What follows belongs to an exercise in optimizing a design on an open flow for small area, a short achievable clock period and few clock cycles per item; a production flow would make more cautious choices. The RTL was checked by simulation tests, not by an equivalence proof against the original design. No activity file was given, so power comes from the tool's default toggle rates.

===== flow/flow/run.sh =====
#!/bin/bash
set -euo pipefail
export SETUP_SLACK_MARGIN=9.3
export BUFFER_PORTS_ARGS="-buffer_cell sky130_fd_sc_hd__buf_2"
bash standard.sh > standard.log 2>&1

===== flow/constraint.sdc =====
create_clock -name core_clock -period 13.0 [get_ports {clk}]
set_input_delay 2.6000 -clock core_clock [delete_from_list [all_inputs] [get_ports {clk}]]
set_output_delay 2.6000 -clock core_clock [all_outputs]
set_load 0.01 [all_outputs]

===== flow/standard.sh =====
#!/bin/bash
# synth_recipe.tcl (not shown) runs the flow's synth.tcl, then flattens the netlist and writes it again
# the make line also repeats each setting of config.mk as NAME=value (left out here)
make -C /OpenROAD-flow-scripts/flow DESIGN_CONFIG=/design/flow/config.mk WORK_HOME=/design/flow/orfs CLKGATE_MAP_FILE= SYNTH_SCRIPT=/design/flow/synth_recipe.tcl "${@:-finish}"

===== flow/config.mk =====
export PLATFORM = sky130hd
export DESIGN_NAME = lzss_comp
export DESIGN_NICKNAME = lzss_comp
export VERILOG_FILES = /design/flow/design.v
export SDC_FILE = /design/flow/constraint.sdc
export NUM_CORES = 4
export LEC_CHECK = 0
export CAP_MARGIN = 20
export CORE_MARGIN = 2
export CORE_UTILIZATION = 55
export CTS_CLUSTER_DIAMETER = 100
export CTS_CLUSTER_SIZE = 20
export SLEW_MARGIN = 20

===== flow/design.v =====
module lzss_comp #(
    parameter SMAX = 64,    
    parameter LMAX = 16     
) (
    input             clk,
    input             rst,         
    input             start,
    input      [11:0] cfg_s,
    input      [11:0] cfg_l,
    input      [4:0]  cfg_w,
    input      [12:0] cfg_n,
    input             in_valid,
    input      [15:0] in_data,
    output            in_ready,
    output            out_valid,
    output     [7:0]  out_data,
    output            out_last,
    input             out_ready,
    output reg        done,
    output reg [1:0]  err,         
    output     [12:0] res_lit,
    output     [12:0] res_match,
    output     [16:0] res_bits,
    output     [13:0] res_bytes
);
    localparam HN = SMAX - 1;      
    function [2:0] b2r7;
        input [6:0] v;
        begin
            if      (v[6]) b2r7 = 3'd7;
            else if (v[5]) b2r7 = 3'd6;
            else if (v[4]) b2r7 = 3'd5;
            else if (v[3]) b2r7 = 3'd4;
            else if (v[2]) b2r7 = 3'd3;
            else if (v[1]) b2r7 = 3'd2;
            else if (v[0]) b2r7 = 3'd1;
            else           b2r7 = 3'd0;
        end
    endfunction
    function [63:0] therm6;
        input [5:0] v;
        reg [7:0] oh, ol, gh, gl;
        integer i;
        begin
            for (i = 0; i < 8; i = i + 1) begin
                oh[i] = (v[5:3] == i);
                ol[i] = (v[2:0] == i);
            end
            gh[7] = 1'b0;
            gl[7] = ol[7];
            for (i = 6; i >= 0; i = i - 1) begin
                gh[i] = gh[i+1] | oh[i+1];     
                gl[i] = gl[i+1] | ol[i];       
            end
            for (i = 0; i < 64; i = i + 1)
                therm6[i] = gh[i/8] | (oh[i/8] & gl[i%8]);
        end
    endfunction
    function [2:0] inc6;
        input [2:0] v;
        begin
            case (v)
                3'd0:    inc6 = 3'd1;
                3'd1:    inc6 = 3'd2;
                3'd2:    inc6 = 3'd3;
                3'd3:    inc6 = 3'd4;
                3'd4:    inc6 = 3'd5;
                default: inc6 = 3'd6;
            endcase
        end
    endfunction
    function [7:1] tge_of;
        input [4:0] w;
        input [3:0] cost;
        integer i;
        begin
            for (i = 1; i <= 7; i = i + 1)
                tge_of[i] = 1'b1;
            case (cost)
                4'd3:  if (w < 2)  tge_of[1] = 1'b0;
                4'd4:  if (w < 3)  tge_of[1] = 1'b0;
                4'd5:  begin if (w < 4)  tge_of[1] = 1'b0; if (w < 2) tge_of[2] = 1'b0; end
                4'd6:  begin if (w < 5)  tge_of[1] = 1'b0; if (w < 2) tge_of[2] = 1'b0; end
                4'd7:  begin if (w < 6)  tge_of[1] = 1'b0; if (w < 3) tge_of[2] = 1'b0;
                             if (w < 2)  tge_of[3] = 1'b0; end
                4'd8:  begin if (w < 7)  tge_of[1] = 1'b0; if (w < 3) tge_of[2] = 1'b0;
                             if (w < 2)  tge_of[3] = 1'b0; end
                4'd9:  begin if (w < 8)  tge_of[1] = 1'b0; if (w < 4) tge_of[2] = 1'b0;
                             if (w < 2)  tge_of[3] = 1'b0; if (w < 2) tge_of[4] = 1'b0; end
                4'd10: begin if (w < 9)  tge_of[1] = 1'b0; if (w < 4) tge_of[2] = 1'b0;
                             if (w < 3)  tge_of[3] = 1'b0; if (w < 2) tge_of[4] = 1'b0; end
                4'd11: begin if (w < 10) tge_of[1] = 1'b0; if (w < 5) tge_of[2] = 1'b0;
                             if (w < 3)  tge_of[3] = 1'b0; if (w < 2) tge_of[4] = 1'b0;
                             if (w < 2)  tge_of[5] = 1'b0; end
                4'd12: begin if (w < 11) tge_of[1] = 1'b0; if (w < 5) tge_of[2] = 1'b0;
                             if (w < 3)  tge_of[3] = 1'b0; if (w < 2) tge_of[4] = 1'b0;
                             if (w < 2)  tge_of[5] = 1'b0; end
                4'd13: begin if (w < 12) tge_of[1] = 1'b0; if (w < 6) tge_of[2] = 1'b0;
                             if (w < 4)  tge_of[3] = 1'b0; if (w < 3) tge_of[4] = 1'b0;
                             if (w < 2)  tge_of[5] = 1'b0; if (w < 2) tge_of[6] = 1'b0; end
                default: ;
            endcase
        end
    endfunction
    reg        run;                
    reg        pend;               
    reg [1:0]  err_r;              
    reg        bad;                
    reg        su;                 
    reg        t_ok;               
    reg [6:0]  s_r;
    reg [4:0]  l_r;
    reg [4:0]  w_r;
    reg [2:0]  ob_r;               
    reg [3:0]  cost_r;             
    reg [7:1]  tge;                
    reg        ce;                 
    reg        ir;                 
    reg [12:0] ntake;              
    reg        nt0;                
    reg        xv, yv;
    reg [15:0] x, y;
    reg [5:0]  vcnt;               
    reg [4:0]  k;                  
    reg        kz;                 
    reg        absorb;             
    reg [5:0]  bestd;              
    reg        ev_alive_r;         
    reg [15:0] h [1:HN];           
    reg [2:0]  c [1:HN];           
    reg [HN:1] a;                  
    reg        tv;
    reg [16:0] tl;
    reg [4:0]  tn;
    reg [47:0] acc;
    reg [5:0]  acc_n;
    reg        ov;                 
    reg        ol;                 
    reg [12:0] cnt_lit;
    reg [12:0] cnt_match;
    reg [16:0] cnt_bits;
    reg [13:0] cnt_bytes;
    assign in_ready  = ir;
    assign out_valid = ov;
    assign out_last  = ol;
    assign out_data  = acc[47:40];
    assign res_lit   = cnt_lit;
    assign res_match = cnt_match;
    assign res_bits  = cnt_bits;
    assign res_bytes = cnt_bytes;
    wire s_bad = (cfg_s == 12'd0) || (cfg_s > SMAX);
    wire l_bad = (cfg_l == 12'd0) || (cfg_l > LMAX);
    wire w_bad = (cfg_w == 5'd0) || (cfg_w > 5'd16);
    wire n_bad = (cfg_n > 13'd4096);
    wire [1:0] start_err = (s_bad || l_bad) ? 2'd1 :
                           w_bad            ? 2'd2 :
                           n_bad            ? 2'd1 : 2'd0;
    reg [11:0] n_m1;
    reg        n_lz;               
    integer j;
    always @(*) begin
        n_lz = 1'b1;
        for (j = 0; j < 12; j = j + 1) begin
            n_m1[j] = ntake[j] ^ n_lz;
            n_lz    = n_lz && !ntake[j];
        end
    end
    wire [47:0] header = {5'd0, s_r, 7'd0, l_r, 7'd0, w_r, n_m1};
    wire [5:0] n_fl    = acc_n + (tv ? {1'b0, tn} : 6'd0);
    wire       all_abs = nt0 && !xv;
    wire       t1      = tge[1];
    wire       in_fire = in_valid && ir;
    wire [15:0] wmask  = ~(16'hFFFF << w_r);
    wire [3:0]  sh_off = 4'd0 - {1'b0, ob_r};         
    wire [3:0]  sh_len = 4'd1 - cost_r;                
    wire [3:0]  sh_lit = 4'd0 - w_r[3:0];              
    wire [15:0] xin    = in_data & wmask;
    wire [63:0] vld = therm6(vcnt);    
    wire [63:0] st6 = therm6(s_r[5:0]);
    wire [63:0] smk = {s_r[6], s_r[6] ? 63'h7fffffffffffffff : st6[63:1]};    
    wire xz = (x == 16'd0);
    reg [HN:1] e;
    integer d;
    always @(*) begin
        for (d = 1; d <= HN; d = d + 1)
            e[d] = smk[d] && (vld[d] ? (x == h[d]) : xz);
    end
    reg [16:0] koh;                    
    reg [17:0] kle;                    
    always @(*) begin
        for (d = 0; d <= 16; d = d + 1)
            koh[d] = (k == d);
        kle[0] = koh[0];
        for (d = 1; d <= 16; d = d + 1)
            kle[d] = kle[d-1] | koh[d];
        kle[17] = 1'b1;
    end
    wire k_small = kle[7];
    wire k_le8   = kle[8];
    wire alive   = |a;
    reg [5:0] pe;                      
    always @(*) begin
        pe = 6'd0;
        for (d = HN; d >= 1; d = d - 1)
            if (a[d]) pe = d;
    end
    wire ev      = run && !kz && ce && t_ok;
    wire cap_hit = (k == l_r) || all_abs;
    wire ge_t    = !k_small || (|(koh[7:1] & tge[7:1]));    
    wire gt_t    = !k_le8   || (|(koh[8:2] & tge[7:1]));    
    wire cont    = ev && alive && !cap_hit;
    wire mcap    = ev && alive && cap_hit && ge_t;
    wire mdie    = ev && !alive && gt_t;
    wire is_m    = mcap || mdie;
    wire emit    = ev && !cont;
    wire keep    = !ev || cont;        
    wire [4:0] k_p1 = k + 5'd1;
    wire [4:0] k_m1 = k - 5'd1;
    wire [4:0] k_nx = absorb ? (keep ? k_p1 : is_m ? (mcap ? 5'd1 : 5'd2) : k)
                             : (keep ? k    : is_m ? (mcap ? 5'd0 : 5'd1) : k_m1);
    wire [7:0] kle1 = kle[8:1];        
    reg [HN:1] g1, gk, dk, dk1, dkp;
    always @(*) begin
        for (d = 1; d <= HN; d = d + 1) begin
            g1[d]  = (c[d] != 3'd0);                       
            gk[d]  = kle1[c[d]];                           
            dk[d]  = (d >= 8)  || kle[d];                  
            dk1[d] = (d >= 8)  || kle[d+1];                
            dkp[d] = (d >= 16) || kle[d-1];                
        end
    end
    reg [HN:1] a_nx;
    always @(*) begin
        for (d = 1; d <= HN; d = d + 1) begin
            if (absorb)
                a_nx[d] = e[d] && (kz ? 1'b1 :
                                   keep ? (a[d] && dkp[d]) :
                                   !is_m ? (gk[d] && dk[d]) :
                                   mdie ? (g1[d] && (d >= 2)) : 1'b1);
            else
                a_nx[d] = keep ? a[d] :
                          !is_m ? (gk[d] && dk1[d]) : g1[d];
        end
    end
    wire [15:0] lit_r  = h[k[2:0] == 3'd0 ? 1 : k[2:0]];
    wire [15:0] lit_l  = lit_r << sh_lit;
    wire [15:0] fld_a  = ({10'd0, pe} << sh_off) | ({11'd0, k} << sh_len);
    wire [15:0] fld_d  = ({10'd0, bestd} << sh_off) | ({11'd0, k_m1} << sh_len);
    wire [16:0] tl_a   = ge_t ? {1'b1, fld_a} : {1'b0, lit_l};
    wire [16:0] tl_d   = gt_t ? {1'b1, fld_d} : {1'b0, lit_l};
    wire [4:0]  wp1    = w_r + 5'd1;
    wire [4:0]  tn_a   = ge_t ? {1'b0, cost_r} : wp1;
    wire [4:0]  tn_d   = gt_t ? {1'b0, cost_r} : wp1;
    wire        pop     = ov && out_ready;
    wire [47:0] acc_ins = acc | (tv ? ({tl, 31'd0} >> acc_n[4:0]) : 48'd0);
    wire [5:0]  n_dec   = (n_fl > 6'd8) ? n_fl - 6'd8 : 6'd0;
    wire [5:0]  n_nx    = pop ? n_dec : n_fl;
    wire        fin_nx  = nt0_nx && !xv_nx && kz_nx && !emit;    
    wire        k1      = koh[1];
    wire        ov_nx   = (n_nx >= 6'd8) || (fin_nx && n_nx != 6'd0);
    wire        ol_nx   = fin_nx && (n_nx <= 6'd8);
    wire [17:0] bytes_c = {1'b0, cnt_bits} + 18'd55;
    wire [6:0]  nf_m    = {1'b0, n_fl} + {3'd0, cost_r};
    wire [6:0]  nf_l    = {1'b0, n_fl} + {2'd0, w_r} + 7'd1;
    wire        c0_32   = ({1'b0, n_fl} < 7'd32);
    wire        c0_40   = ({1'b0, n_fl} < 7'd40);
    wire        cm_32   = (nf_m < 7'd32);
    wire        cm_40   = (nf_m < 7'd40);
    wire        cl_32   = (nf_l < 7'd32);
    wire        cl_40   = (nf_l < 7'd40);
    wire        c0_p    = pop ? c0_40 : c0_32;
    wire        cm_p    = pop ? cm_40 : cm_32;
    wire        cl_p    = pop ? cl_40 : cl_32;
    wire        ce_a    = !(ev && cap_hit) ? c0_p : ge_t ? cm_p : cl_p;
    wire        ce_d    = !ev ? c0_p : gt_t ? cm_p : cl_p;
    wire        ce_nx   = alive ? ce_a : ce_d;
    wire       xv_nx   = absorb ? (yv || in_fire) : (xv || in_fire);
    wire [7:1] tge_nx  = tge_of(w_r, cost_r);
    wire       t1_nx   = t_ok ? t1 : tge_nx[1];
    wire       kz_a    = !(ev && cap_hit) ? kz : ge_t ? 1'b1 : k1;
    wire       kz_d    = !ev ? kz : gt_t ? 1'b0 : k1;
    wire       kz_nx   = !absorb && (alive ? kz_a : kz_d);
    wire       nt0_nx  = in_fire ? (ntake == 13'd1) : nt0;
    wire       tok     = t_ok || su;
    wire       ab_a    = (!absorb && (!(ev && cap_hit) ? kz : ge_t ? 1'b1 : k1)) ||
                         (ce_a && tok && (!t1_nx || (ev && !cap_hit && !absorb)));
    wire       ab_d    = (!absorb && (!ev ? kz : gt_t ? 1'b0 : k1)) ||
                         (ce_d && tok && !t1_nx);
    wire       ab_nx   = xv_nx && (alive ? ab_a : ab_d);
    always @(posedge clk) begin
        done <= 1'b0;
        if (rst) begin
            run        <= 1'b0;
            pend       <= 1'b0;
            bad        <= 1'b0;
            err        <= 2'd0;
            ir         <= 1'b0;
            ov         <= 1'b0;
            ol         <= 1'b0;
            acc        <= 48'd0;
            acc_n      <= 6'd0;
            ce         <= 1'b1;
            tv         <= 1'b0;
            xv         <= 1'b0;
            yv         <= 1'b0;
            k          <= 5'd0;
            kz         <= 1'b1;
            absorb     <= 1'b0;
            vcnt       <= 6'd0;
            t_ok       <= 1'b0;
            ev_alive_r <= 1'b0;
            cnt_lit    <= 13'd0;
            cnt_match  <= 13'd0;
            cnt_bits   <= 17'd0;
            cnt_bytes  <= 14'd0;
        end else if (!run) begin
            err <= 2'd0;
            ir  <= 1'b0;
            ov  <= 1'b0;
            ol  <= 1'b0;
            acc <= 48'd0;
            acc_n <= 6'd0;
            pend <= 1'b0;
            if (pend) begin
                if (err_r != 2'd0) begin
                    done  <= 1'b1;
                    err   <= err_r;
                end else begin
                    run   <= 1'b1;
                    ir    <= 1'b1;
                    acc   <= header;
                    acc_n <= 6'd48;
                    ov    <= 1'b1;
                end
            end else if (start) begin
                pend       <= 1'b1;
                err_r      <= start_err;
                s_r        <= cfg_s[6:0];
                l_r        <= cfg_l[4:0];
                w_r        <= cfg_w;
                ce         <= 1'b0;
                ntake      <= cfg_n;
                nt0        <= (cfg_n == 13'd0);
                xv         <= 1'b0;
                yv         <= 1'b0;
                k          <= 5'd0;
                kz         <= 1'b1;
                absorb     <= 1'b0;
                vcnt       <= 6'd0;
                su         <= 1'b0;
                t_ok       <= 1'b0;
                tv         <= 1'b0;
                ev_alive_r <= 1'b0;
                cnt_lit    <= 13'd0;
                cnt_match  <= 13'd0;
                cnt_bits   <= 17'd0;
                cnt_bytes  <= 14'd0;
            end
        end else begin
            err <= 2'd0;
            if (!t_ok) begin
                su <= 1'b1;
                if (!su) begin
                    ob_r   <= b2r7(s_r);
                    cost_r <= 4'd1 + {1'b0, b2r7(s_r)} + {1'b0, b2r7({2'd0, l_r})};
                end else begin
                    t_ok   <= 1'b1;
                    tge    <= tge_nx;
                end
            end
            if (in_fire) begin
                ntake <= ntake - 13'd1;
                nt0   <= (ntake == 13'd1);
            end
            if (absorb) begin
                if (yv) begin
                    x <= y;
                    if (in_fire) y <= xin;
                    else         yv <= 1'b0;
                end else if (in_fire) begin
                    x <= xin;
                end else begin
                    xv <= 1'b0;
                end
            end else if (in_fire) begin
                if (!xv) begin x <= xin; xv <= 1'b1; end
                else     begin y <= xin; yv <= 1'b1; end
            end
            ir <= !(in_fire ? (xv && !absorb) || yv : yv && !absorb) &&
                  !(in_fire ? (ntake == 13'd1) : nt0);
            if (absorb && vcnt != 6'd63) vcnt <= vcnt + 6'd1;
            k <= k_nx;
            kz <= kz_nx;
            absorb <= ab_nx;
            a <= a_nx;
            if (ev && alive) bestd <= pe;
            ev_alive_r <= cont && !absorb;
            tv <= emit;
            tl <= alive ? tl_a : tl_d;
            tn <= alive ? tn_a : tn_d;
            if (tv) begin
                cnt_bits <= cnt_bits + {12'd0, tn};
                if (tl[16]) cnt_match <= cnt_match + 13'd1;
                else    cnt_lit   <= cnt_lit + 13'd1;
            end
            cnt_bytes <= bytes_c[16:3];
            ce    <= ce_nx;
            acc   <= pop ? acc_ins << 8 : acc_ins;
            acc_n <= n_nx;
            ov    <= ov_nx;
            ol    <= ol_nx;
            if (pop && ol) begin
                done <= 1'b1;
                run  <= 1'b0;
                ov   <= 1'b0;
                ir   <= 1'b0;
            end
        end
    end
    genvar g;
    generate
        for (g = 1; g <= HN; g = g + 1) begin : gh
            if (g == 1) begin : gh1
                always @(posedge clk) if (absorb) h[g] <= x;
            end else begin : ghn
                always @(posedge clk) if (absorb) h[g] <= h[g-1];
            end
            always @(posedge clk) begin
                if (!run)
                    c[g] <= 3'd0;
                else if (absorb)
                    c[g] <= e[g] ? inc6(c[g]) : 3'd0;
            end
        end
    endgenerate
endmodule

==> results of run 1 <==
synthesized netlist by cell type (all sizes together) (55+ instances only):
cell and instances:
inv 77, o21ai 402, mux2i 58, edfxtp 1178, nor3 109, xor2 483
nand2 599, o211ai 55, buf 116, nand4 193, nor4 194, dfxtp 326
nand3 80, nor2 411, a31oi 98, a211oi 174, xnor2 601, clkbuf 418
a21oi 546
power by group through the flow:
stage | registers [mW] | clock network (mW) | logic, mW
after global routing | 5.13 | 3.13 | 0.445
after CTS | 5.13 | 2.99 | 0.397
after detailed placement | 5.25 | 0 | 0.367
final | 5.13 | 2.95 | 0.421
after global placement | 5.25 | 0 | 0.367
after floorplan | 5.24 | 0 | 0.242
layer usage:
metal,share of wire,wire length (µm)
met1,0.41,99500
met2,0.46,111000
met3,0.088,21500
met4,0.046,11200
met5,0.00021,52
worst paths after layout:
check         endpoint  slack (ns)  cells after the start  startpoint
max reg2reg      a[28]        9.21                     14       a[50]
min reg2reg  h[38][11]        0.46                      0   h[37][11]
max          out_valid        9.15                      1          ov
min          h[38][11]        0.46                      0   h[37][11]
flip-flops by register name (all words and copies together) (netlist names), 7 cells and up:
register / flops
y: 16
cnt_bytes: 14
x: 16
tl: 17
acc: 48
cnt_lit: 13
s_r: 7
c: 189
ntake: 13
cnt_bits: 17
h: 1008
cnt_match: 13
a: 63
repair_timing:
action                      CTS  global route
cloned                       13             7
pin swaps                    24            26
hold buffers                  0             0
setup endpoints to repair  1038           678
resized for setup           334           126
buffers inserted            132            44
logic make-up after synthesis:
group,after synthesis,share of synthesized area
simple gates,1812,0.115
compound gates,1755,0.146
flops,1504,0.551
xor+xnor,1084,0.125
buf+inv,612,0.0311
mux,129,0.0214
fa+ha+maj,58,0.00981
layout make-up:
cell class	count	area, µm²
tap	1794	2240
antenna	1	2.50
multi-input combinational	4846	32900
timing repair buffer	448	4440
inverter	78	313
clock buffer	137	2370
sequential	1504	42100
clock inverter	13	210
fill	10900	52800
through the flow:
| step | total power [mW] | worst slack [ns] | std cells | hold slack [ns] |
|---|---|---|---|---|
| final | 8.50 | 9.15 | 8821 | 0.463 |
| after detailed placement | 5.62 | 7.57 | 8474 | 0.454 |
| after CTS | 8.52 | 9.12 | 8769 | 0.447 |
| after global routing | 8.71 | 9.12 | 8820 | 0.459 |
| after floorplan | 5.48 | 4.02 | 6954 | 0.406 |
| after global placement | 5.61 | 7.71 | 8474 | 0.450 |
==> insert_results.sql, run 1 <==
INSERT INTO impl_metrics (metric_group, metric, value, unit) VALUES
('power_and_ir_drop', 'power_density_of_the_placed_cells', '100', 'nW/µm²'),
('floorplan', 'die_w', '376', 'µm'),
('drt', 'wirelength', '243000', 'µm'),
('placed_design', 'placedInstanceArea', '78200', 'µm²'),
('critical_path', 'worstPathBufferInverterCount', '1', ''),
('global_route', 'use_met1', '0.456', ''),
('worst_hold_path', 'holdCritPathClass', 'reg2reg', ''),
('final_layout', 'layout_commonest_cell', 'edfxtp_1', ''),
('timing', 'tightest_slew', '1.13', 'ns'),
('drt', 'antenna_left', '0', ''),
('critical_path', 'arrival', '1.25', 'ns'),
('timing', 'maxSlewViolCount', '0', ''),
('synth', 'yosys_most_used_dff', 'edfxtp_1', ''),
('drt', 'via_count', '57600', ''),
('power_and_ir_drop', 'netSwitchingFraction', '0.226', ''),
('critical_path', 'cell_family_with_the_largest_share_of_critical_path_delay', 'flip-flops', ''),
('drt', 'detailedRoute.firstIterationViolations', '6709', ''),
('drt', 'remaining_drc_errors', '0', ''),
('timing', 'number_of_failing_setup_endpoints_in_the_final_timing_report', '0', ''),
('synth', 'syn-instance-count', '6954', ''),
('drt', 'wl_per_cell', '27.6', 'µm'),
('synth', 'synthArstFlopShare', '0', ''),
('timing', 'setup_total_negative_slack', '0', 'ns'),
('clock_tree', 'clock_tree_from_tritoncts', 'done', ''),
('synth', 'yosysUniqueCellTypes', '92', ''),
('placed_design', 'dpl.hpwl', '156000', 'µm'),
('placed_design', 'port_buffers', '133', ''),
('clock_tree', 'cts_max_level', '3', ''),
('drt', 'vias_per_cell', '6.52', ''),
('floorplan', 'chip_height', '376', 'µm'),
('power_and_ir_drop', 'p_int', '6.58', 'mW'),
('placed_design', 'gp_congestion', '0.983', ''),
('floorplan', 'dieArea', '141000', 'µm²'),
('synth', 'synthesized_netlist_net_count', '7074', ''),
('global_route', 'grt_antenna_before_repair', '6', ''),
('timing', 'worst_relative_slew_slack', '0.244', ''),
('floorplan', 'row_count', '136', ''),
('clock_tree', 'worstSkewPairLatency', '0.76', 'ns'),
('global_route', 'aggregate_global_routing_overflow', '0', ''),
('timing', 'fin_worst_skew', '0.0446', 'ns'),
('timing', 'setup_repair_after_global_routing_missed_its_margin', 'true', ''),
('final_layout', 'num-nets-final', '7084', ''),
('synth', 'synthesized_flop_and_latch_total', '1504', ''),
('synth', 'synth-edff-count', '1178', ''),
('final_layout', 'final_cell_area', '84600', 'µm²'),
('floorplan', 'placeableCoreArea', '137000', 'µm²'),
('power_and_ir_drop', 'ir_drop', '104', 'µV'),
('run_status', 'outcome', 'timing/DRC/antenna clean', ''),
('global_route', 'globalRoute.busiestLayer', 'met2', ''),
('final_layout', 'syn2layout_area_growth', '11.3', '%'),
('global_route', 'first_global_vias', '54300', ''),
('synth', 'synth_area_leader_cell', 'edfxtp_1', ''),
('critical_path', 'worst-setup-path-type', 'reg2out', ''),
('power_and_ir_drop', 'share_seq_of_total_power', '0.604', ''),
('critical_path', 'crit_path_max_fanout', '2', ''),
('clock_tree', 'clock_sink_count', '1504', ''),
('synth', 'post_synth_main_area_contributors', 'edfxtp_1 47%, dfxtp_1 8.6%, xnor2_1 6.9%, xor2_1 5.6%, a21oi_1 3.6%', ''),
('timing', 'fmax', '260', 'MHz'),
('flow_run', 'cap_viol_max_count', '0', ''),
('global_route', 'grt_util_met2', '0.530', ''),
('power_and_ir_drop', 'power.combinational.fraction', '0.050', ''),
('synth', 'avgSynthCellArea', '10.9', 'µm²'),
('drt', 'detail_route.first_pass.iterations', '8', ''),
('critical_path', 'worstPathRequired', '10.40', 'ns'),
('synth', 'yosysSeqAreaShare', '0.551', ''),
('power_and_ir_drop', 'cellLeakagePower', '26.2', 'nW'),
('clock_tree', 'cts-buffers-inserted', '86', ''),
('global_route', 'groute.usage.overall', '0.334', ''),
('floorplan', 'pin_count', '134', ''),
('floorplan', 'floorplan.initialDensity', '0.553', ''),
('global_route', 'grt_first_pass_wirelength', '355000', 'µm');
Testbench counts, summed over its fixed seeds: cycles 43,168, units 42,556.
==> run 2, diff against run 1 <==
--- a/flow/design.v
+++ b/flow/design.v
@@ -393,10 +393,7 @@
             kz <= kz_nx;
             absorb <= ab_nx;
-            a <= a_nx;
             if (ev && alive) bestd <= pe;
             ev_alive_r <= cont && !absorb;
             tv <= emit;
-            tl <= alive ? tl_a : tl_d;
-            tn <= alive ? tn_a : tn_d;
             if (tv) begin
                 cnt_bits <= cnt_bits + {12'd0, tn};
@@ -418,4 +415,9 @@
         end
     end
+    always @(posedge clk) begin
+        a  <= a_nx;
+        tl <= alive ? tl_a : tl_d;
+        tn <= alive ? tn_a : tn_d;
+    end
     genvar g;
     generate
==> insert_results.sql, run 2 <==
INSERT INTO impl_metrics (metric_group, metric, value, unit) VALUES
('run_status', 'outcome', 'timing/DRC/antenna clean', ''),
('critical_path', 'last_element_of_the_critical_path', 'out_data[2]', ''),
('critical_path', 'worst_setup_path_startpoint', 'acc[42]', ''),
('flow_run', 'cap_viol_max_count', '0', ''),
('timing', 'final.period_utilization', '0.298', ''),
('clock_tree', 'worstSkewPairLatency', '0.76', 'ns'),
('worst_hold_path', 'min_path_cells', '0', ''),
('floorplan', 'dieArea', '141000', 'µm²'),
('power_and_ir_drop', 'power_density_of_the_placed_cells', '102', 'nW/µm²'),
('clock_tree', 'cts-root-buf', 'clkbuf_16', ''),
('final_layout', 'largest_registers', 'h: 1008 flops, c: 189 flops, a: 63 flops', ''),
('global_route', 'grt_util_met2', '0.526', ''),
('global_route', 'grt_first_pass_wirelength', '349000', 'µm'),
('placed_design', 'placedInstanceArea', '77900', 'µm²'),
('critical_path', 'cell_family_with_the_largest_share_of_critical_path_delay', 'flip-flops', ''),
('final_layout', 'registers.top_by_ff_count', 'h', ''),
('synth', 'synth-edff-count', '1156', ''),
('floorplan', 'row_count', '136', ''),
('synth', 'post_synth_main_area_contributors', 'edfxtp_1 46%, dfxtp_1 9.2%, xnor2_1 7.7%, xor2_1 4.8%, a21oi_1 4.0%', ''),
('final_layout', 'num-nets-final', '7062', ''),
('critical_path', 'crit_path_max_fanout', '2', ''),
('synth', 'yosysTopAreaCellShare', '0.458', ''),
('power_and_ir_drop', 'ir_drop', '95.2', 'µV'),
('timing', 'worst_relative_slew_slack', '0.154', ''),
('critical_path', 'rr_startpoint', 'x[13]', ''),
('final_layout', 'layout_commonest_cell', 'edfxtp_1', ''),
('drt', 'detailedRoute.firstIterationViolations', '6754', ''),
('global_route', 'use_met1', '0.457', ''),
('floorplan', 'die_w', '375', 'µm'),
('clock_tree', 'clock_tree_from_tritoncts', 'done', ''),
('synth', 'adder_cell_share_of_the_synthesized_area', '0.00968', ''),
('worst_hold_path', 'holdCritPathClass', 'reg2reg', ''),
('critical_path', 'cpPeakStageDelay', '0.40', 'ns'),
('drt', 'detail_route.first_pass.iterations', '6', ''),
('timing', 'maxSlewViolCount', '0', ''),
('synth', 'synth_area_leader_cell', 'edfxtp_1', ''),
('floorplan', 'floorplan.initialDensity', '0.552', ''),
('floorplan', 'chip_height', '375', 'µm'),
('synth', 'synthSimpleGateAreaFrac', '0.122', ''),
('synth', 'synth_top_family_by_area', 'compound AO/OA/AOI/OAI gates', ''),
('critical_path', 'critical_path.cell_chain', 'buf_6', ''),
('clock_tree', 'worst_case_clock_buffer_depth', '3', ''),
('final_layout', 'final_cell_area', '82900', 'µm²'),
('synth', 'synth_compound_gate_area_share', '0.142', ''),
('global_route', 'grt_start_max_net_pins', '173', ''),
('power_and_ir_drop', 'cellLeakagePower', '26.2', 'nW'),
('critical_path', 'worstPathBufferInverterCount', '1', ''),
('synth', 'synth.area.mux_share', '0.0214', ''),
('critical_path', 'worst_path_max_delay_cell', 'dfxtp_4', ''),
('global_route', 'aggregate_global_routing_overflow', '0', ''),
('drt', 'vias_per_cell', '6.44', ''),
('timing', 'setup_repair_after_global_routing_missed_its_margin', 'true', ''),
('floorplan', 'placeableCoreArea', '137000', 'µm²'),
('final_layout', 'commonest_cells_after_routing_fill_and_taps_aside', '1156 x edfxtp_1, 664 x xnor2_1, 599 x a21oi_1', ''),
('critical_path', 'setup.worst_path.start_class', 'register', ''),
('synth', 'avgSynthCellArea', '10.8', 'µm²'),
('placed_design', 'gp_congestion', '0.935', ''),
('timing', 'post-route-min-period', '3.87', 'ns'),
('synth', 'yosysSeqAreaShare', '0.550', ''),
('synth', 'area_of_the_mapped_netlist', '75800', 'µm²'),
('global_route', 'grt_antenna_before_repair', '5', ''),
('timing', 'tightest_slew', '1.25', 'ns'),
('critical_path', 'arrival', '1.27', 'ns'),
('drt', 'remaining_drc_errors', '0', ''),
('synth', 'synthesized_netlist_net_count', '7127', ''),
('final_layout', 'fraction_of_final_layout_cells_with_drive_strength_greater_than_1', '0.110', ''),
('critical_path', 'worstPathRequired', '10.40', 'ns'),
('synth', 'synthXorXnorAreaFrac', '0.125', ''),
('global_route', 'use_met3', '0.0445', ''),
('floorplan', 'pin_count', '134', ''),
('placed_design', 'port_buffers', '133', ''),
('placed_design', 'dpl.hpwl', '152000', 'µm'),
('global_route', 'groute.usage.overall', '0.328', ''),
('timing', 'setup_total_negative_slack', '0', 'ns'),
('critical_path', 'worst-setup-path-type', 'reg2out', ''),
('critical_path', 'timing.rr.end', 'c[49][1]', ''),
('synth', 'yosys_most_used_dff', 'edfxtp_1', ''),
('drt', 'antenna_left', '0', ''),
('final_layout', 'syn2layout_area_growth', '9.43', '%'),
('clock_tree', 'cts-buffers-inserted', '86', ''),
('clock_tree', 'worst_setup_hold_path_clk_slew', '0.10', 'ns'),
('clock_tree', 'cts_max_level', '3', ''),
('synth', 'yosysUniqueCellTypes', '99', ''),
('timing', 'fmax', '258', 'MHz'),
('drt', 'wirelength', '237000', 'µm'),
('synth', 'synthArstFlopShare', '0', ''),
('critical_path', 'timing.reg2reg.worst_path_depth', '10', ''),
('synth', 'synth_most_common_cell', 'edfxtp_1', ''),
('critical_path', 'cp_num_cells', '1', ''),
('final_layout', 'layout.core_utilization', '0.604', ''),
('critical_path', 'critPathCaptureType', 'output pin', ''),
('timing', 'fin_worst_skew', '0.0401', 'ns'),
('drt', 'via_count', '56500', ''),
('final_layout', 'largest_register_ffs', '1008', ''),
('drt', 'wl_per_cell', '27.0', 'µm'),
('synth', 'yosys-top-cells-count', '1156 x edfxtp_1, 665 x xnor2_1, 602 x a21oi_1, 598 x nand2_1, 473 x nor2_1', ''),
('critical_path', 'setup.reg_to_reg.worst_slack', '9.33', 'ns'),
('synth', 'ys_warn_count', '157', ''),
('clock_tree', 'clock_sink_count', '1504', ''),
('synth', 'syn-instance-count', '7008', ''),
('timing', 'finalHoldViolCount', '0', ''),
('clock_tree', 'cts-hold-fix-buffers', '0', ''),
('timing', 'number_of_failing_setup_endpoints_in_the_final_timing_report', '0', ''),
('global_route', 'first_global_vias', '53900', ''),
('synth', 'synthesized_flop_and_latch_total', '1504', ''),
('global_route', 'globalRoute.busiestLayer', 'met2', '');
-- run 2: changes by cell type after synthesis, sizes merged, moves of 58 or more --
cell    previous run  this run
xnor2            601       665
a211oi           174       114
a21oi            546       604
nor2             411       476
o21ai            402       499
xor2             483       418
-- run 2: timing repair --
action | CTS | global route
pin swaps | 20 | 10
cloned | 8 | 3
resized for setup | 275 | 72
endpoints found under the setup margin | 862 | 281
setup buffers | 84 | 24
-- run 2: through the flow --
| step | power, mW | instances | setup WS (ns) | hold WS, ns |
|---|---|---|---|---|
| after floorplan | 5.53 | 7008 | 3.77 | 0.406 |
| after global placement | 5.67 | 8527 | 7.31 | 0.450 |
| after detailed placement | 5.68 | 8529 | 7.12 | 0.454 |
| after CTS | 8.51 | 8740 | 9.10 | 0.451 |
| after global routing | 8.72 | 8768 | 9.09 | 0.476 |
| final | 8.48 | 8770 | 9.13 | 0.454 |
-- run 2: logic make-up after synthesis --
| family | Yosys count |
|---|---|
| buffers and inverters | 598 |
| DFF | 1504 |
| muxes | 124 |
| AOI/OAI and AO/OA | 1746 |
| adders and majority gates | 57 |
| xor gates and xnor gates | 1083 |
| and+or+nand+nor | 1896 |
-- run 2: area by class of cell --
cell class              count  area [µm²]
flip-flops and latches   1504       41900
repair buffers            365        3540
inverters                  77         307
fillers                 11200       54300
well taps                1794        2240
multi-input cells        4909       32500
diodes                      2        5.00
clock buffers             108        2280
clock inverters            11         166
-- run 2: worst register-to-register path, delay by kind of cell, from the launching register on --
kind	cells	cell delay, ns
xor+xnor	1	0.14
simple gates	3	1.15
compound gates	4	0.96
flops	1	0.35
buf+inv	2	1.02
-- run 2: power by group --
part | total (mW) | internal [mW] | switching, mW
clock | 2.89 | 1.25 | 1.64
combinational | 0.437 | 0.162 | 0.275
sequential | 5.15 | 5.12 | 0.0302
total | 8.48 | 6.54 | 1.94
-- run 2: worst min path at each step --
stage,start,endpoint,slack (ns)
floorplan,run,su,0.41
global placement,h[60][13],h[61][13],0.45
detailed placement,h[8][14],h[9][14],0.45
CTS,h[50][6],h[51][6],0.45
global route,h[15][15],h[16][15],0.48
finish,h[43][7],h[44][7],0.45
-- run 2: routing by layer --
metal / wire (µm) / up-vias
li1: - / 25600
met1: 99200 / 28100
met2: 110000 / 2432
met3: 17600 / 442
met4: 9910 / 4
met5: 21 / -
Testbench counts of run 2, summed over its fixed seeds: cycles 43,168, units 42,556.
==> run 3, diff against run 2 <==
--- a/flow/config.mk
+++ b/flow/config.mk
@@ -8,5 +8,5 @@
 export CAP_MARGIN = 20
 export CORE_MARGIN = 2
-export CORE_UTILIZATION = 55
+export CORE_UTILIZATION = 65
 export CTS_CLUSTER_DIAMETER = 100
 export CTS_CLUSTER_SIZE = 20
==> insert_results.sql, run 3 <==
INSERT INTO impl_metrics (metric_group, metric, value, unit) VALUES
('drt', 'detailedRoute.firstIterationViolations', '7456', ''),
('drt', 'remaining_drc_errors', '0', ''),
('timing', 'final.period_utilization', '0.295', ''),
('final_layout', 'commonest_cells_after_routing_fill_and_taps_aside', '1156 x edfxtp_1, 663 x xnor2_1, 597 x a21oi_1', ''),
('timing', 'tightest_slew', '1.24', 'ns'),
('critical_path', 'worstPathBufferInverterCount', '1', ''),
('critical_path', 'cp_num_cells', '1', ''),
('timing', 'number_of_failing_setup_endpoints_in_the_final_timing_report', '0', ''),
('run_status', 'outcome', 'timing/DRC/antenna clean', ''),
('synth', 'synthesized_netlist_net_count', '7127', ''),
('power_and_ir_drop', 'ir_drop', '137', 'µV'),
('critical_path', 'rr_startpoint', 'x[1]', ''),
('critical_path', 'last_element_of_the_critical_path', 'out_valid', ''),
('synth', 'synthArstFlopShare', '0', ''),
('final_layout', 'num-nets-final', '7041', ''),
('global_route', 'aggregate_global_routing_overflow', '0', ''),
('final_layout', 'syn2layout_area_growth', '8.47', '%'),
('global_route', 'first_global_vias', '55100', ''),
('timing', 'fmax', '260', 'MHz'),
('critical_path', 'setup.reg_to_reg.worst_slack', '9.30', 'ns'),
('clock_tree', 'worst_setup_hold_path_clk_slew', '0.09', 'ns'),
('global_route', 'grt_antenna_before_repair', '4', ''),
('synth', 'yosysSeqAreaShare', '0.550', ''),
('final_layout', 'largest_register_ffs', '1008', ''),
('timing', 'setup_repair_after_global_routing_missed_its_margin', 'true', ''),
('placed_design', 'port_buffers', '133', ''),
('synth', 'yosys-top-cells-count', '1156 x edfxtp_1, 665 x xnor2_1, 602 x a21oi_1, 598 x nand2_1, 473 x nor2_1', ''),
('worst_hold_path', 'holdCritPathClass', 'reg2reg', ''),
('synth', 'synth-edff-count', '1156', ''),
('critical_path', 'arrival', '1.24', 'ns'),
('timing', 'maxSlewViolCount', '0', ''),
('placed_design', 'dpl.hpwl', '147000', 'µm'),
('clock_tree', 'cts-root-buf', 'clkbuf_16', ''),
('drt', 'via_count', '57500', ''),
('critical_path', 'worst-setup-path-type', 'reg2out', ''),
('power_and_ir_drop', 'power_density_of_the_placed_cells', '103', 'nW/µm²'),
('critical_path', 'worstPathRequired', '10.40', 'ns'),
('critical_path', 'timing.reg2reg.worst_path_depth', '10', ''),
('synth', 'synth_area_leader_cell', 'edfxtp_1', ''),
('synth', 'avgSynthCellArea', '10.8', 'µm²'),
('critical_path', 'timing.rr.end', 'c[51][1]', ''),
('synth', 'post_synth_main_area_contributors', 'edfxtp_1 46%, dfxtp_1 9.2%, xnor2_1 7.7%, xor2_1 4.8%, a21oi_1 4.0%', ''),
('critical_path', 'cpPeakStageDelay', '0.40', 'ns'),
('clock_tree', 'worstSkewPairLatency', '0.74', 'ns'),
('flow_run', 'cap_viol_max_count', '0', ''),
('final_layout', 'fraction_of_final_layout_cells_with_drive_strength_greater_than_1', '0.107', ''),
('synth', 'yosysUniqueCellTypes', '99', ''),
('synth', 'yosysTopAreaCellShare', '0.458', ''),
('clock_tree', 'clock_sink_count', '1504', ''),
('drt', 'detail_route.first_pass.iterations', '9', ''),
('final_layout', 'multi_input_area', '32500', 'µm²'),
('final_layout', 'largest_registers', 'h: 1008 flops, c: 189 flops, a: 63 flops', ''),
('global_route', 'grt_first_pass_wirelength', '341000', 'µm'),
('synth', 'yosys_most_used_dff', 'edfxtp_1', ''),
('clock_tree', 'worst_case_clock_buffer_depth', '3', ''),
('final_layout', 'area.sequential', '41800', 'µm²'),
('floorplan', 'die_w', '345', 'µm'),
('clock_tree', 'cts-buffers-inserted', '86', ''),
('drt', 'antenna_left', '0', ''),
('critical_path', 'critPathCaptureType', 'output pin', ''),
('timing', 'setup_total_negative_slack', '0', 'ns'),
('synth', 'synth_most_common_cell', 'edfxtp_1', ''),
('power_and_ir_drop', 'cellLeakagePower', '26.0', 'nW'),
('synth', 'synthesized_flop_and_latch_total', '1504', ''),
('timing', 'fin_worst_skew', '0.0547', 'ns'),
('placed_design', 'detailedPlace.worstSlack', '7.69', 'ns'),
('worst_hold_path', 'min_path_cells', '0', ''),
('floorplan', 'row_count', '125', ''),
('clock_tree', 'clock_tree_from_tritoncts', 'done', ''),
('floorplan', 'floorplan.initialDensity', '0.654', ''),
('drt', 'wirelength', '229000', 'µm'),
('final_layout', 'n_fill_cell', '8238', ''),
('floorplan', 'chip_height', '345', 'µm'),
('critical_path', 'worst_path_max_delay_cell', 'dfxtp_4', ''),
('timing', 'finalHoldViolCount', '0', ''),
('floorplan', 'pin_count', '134', ''),
('critical_path', 'crit_path_max_fanout', '2', ''),
('critical_path', 'critical_path.cell_chain', 'buf_6', ''),
('synth', 'area_of_the_mapped_netlist', '75800', 'µm²'),
('timing', 'post-route-min-period', '3.84', 'ns'),
('global_route', 'grt_start_max_net_pins', '202', ''),
('drt', 'vias_per_cell', '6.78', ''),
('clock_tree', 'cts_max_level', '3', ''),
('critical_path', 'setup.worst_path.start_class', 'register', ''),
('final_layout', 'layout_commonest_cell', 'edfxtp_1', ''),
('placed_design', 'gp_congestion', '0.959', ''),
('timing', 'worst_relative_slew_slack', '0.167', ''),
('synth', 'ys_warn_count', '157', ''),
('critical_path', 'cell_family_with_the_largest_share_of_critical_path_delay', 'flip-flops', ''),
('synth', 'syn-instance-count', '7008', ''),
('final_layout', 'registers.top_by_ff_count', 'h', ''),
('critical_path', 'worst_setup_path_startpoint', 'ov', ''),
('global_route', 'groute.usage.overall', '0.373', ''),
('floorplan', 'dieArea', '119000', 'µm²'),
('timing', 'setup_ws', '9.16', 'ns'),
('floorplan', 'placeableCoreArea', '116000', 'µm²'),
('drt', 'wl_per_cell', '26.9', 'µm');
run 3: cell counts after synthesis:
No cell type changed its count.
run 3: worst min-delay path by stage:
stage,to,startpoint
global route,h[57][1],h[56][1]
global placement,h[40][6],h[39][6]
detailed placement,h[18][11],h[17][11]
finish,h[47][11],h[46][11]
CTS,h[47][11],h[46][11]
floorplan,su,run
run 3: kinds of logic after synthesis:
group	synth area share
AO/OA/AOI/OAI	0.142
XOR/XNOR	0.125
adder cells (fa/ha/maj)	0.00968
buffers and inverters	0.0303
flip-flops	0.550
multiplexers	0.0214
AND/OR/NAND/NOR	0.122
run 3: routing by layer:
layer	track usage	vias to the layer above	routed length, µm
li1	-	25500	-
met1	0.514	28100	89600
met2	0.587	3259	105000
met3	0.0593	587	22000
met4	0.171	2	12400
met5	0	-	8
run 3: per-stage QoR:
stage / hold WS (ns) / total power, mW / instances / utilization / instance area (µm²)
final: 0.457 / 8.45 / 8479 / 0.709 / 82200
after global placement: 0.449 / 5.66 / 8253 / 0.668 / 77400
after CTS: 0.464 / 8.45 / 8452 / 0.704 / 81600
after floorplan: 0.406 / 5.53 / 7008 / - / 75800
after detailed placement: 0.454 / 5.67 / 8253 / 0.668 / 77400
after global routing: 0.469 / 8.65 / 8478 / 0.709 / 82200
run 3: final cells by class:
cell class / count / share of cell area
Clock buffer: 111 / 0.0277
Tap cell: 1524 / 0.0232
Sequential cell: 1504 / 0.509
Timing Repair Buffer: 344 / 0.0389
Inverter: 77 / 0.00379
Antenna cell: 1 / 0.0000305
Clock inverter: 9 / 0.00199
Multi-Input combinational cell: 4909 / 0.395
run 3: what timing repair did:
action                                  CTS  global route
pin swaps                                22             7
gates cloned                              6             0
endpoints found under the setup margin  598           376
hold buffers                              0             0
setup buffers                            73            25
resized for setup                       263            85
run 3: power breakdown:
part / internal (mW) / switching [mW]
Clock: 1.25 / 1.61
Combinational: 0.161 / 0.277
Sequential: 5.13 / 0.0287
Total: 6.54 / 1.92
run 3: worst register-to-register path, delay by kind of cell, from the launching register on:
kind | cells | cell delay, ns
AOI/OAI and AO/OA | 3 | 0.70
DFF | 1 | 0.65
buffers and inverters | 2 | 0.77
xor gates and xnor gates | 1 | 0.19
and+or+nand+nor | 3 | 1.05
muxes | 1 | 0.27

==> afterwards: timing with drivers on the ports <==
In the flow no input, the clock included, has a driving cell. The finished layouts below were timed again as built, in two steps. Step 1, drivers: a clkbuf_16 drives clk and a buf_2 each remaining input, both assumed. Step 2, shift: input delay + t, output delay - t, t = (earliest + latest rising clock arrival at the registers) / 2. This alone moves slack from input paths to output paths. a / b / c = no drivers / after step 1 / after step 2; a / b = the first two.
run | t, ns | slack for setup (ns) | latest minus earliest clock arrival (ns) | worst register clock-pin slew, ns | worst slew at a driven data input, ns
run 1 | 0.814 | 9.149 / 9.070 / 8.554 | 0.046 / 0.046 | 0.10 / 0.10 | 0.04
run 2 | 0.827 | 9.131 / 9.043 / 8.480 | 0.047 / 0.047 | 0.10 / 0.10 | 0.06
run 3 | 0.795 | 9.161 / 9.074 / 8.558 | 0.055 / 0.055 | 0.10 / 0.10 | 0.05
After both steps setup and hold are still met in every run listed. The setup slack of run 2, which loses most, moves by -0.088 ns with the drivers and by -0.651 ns with both steps.
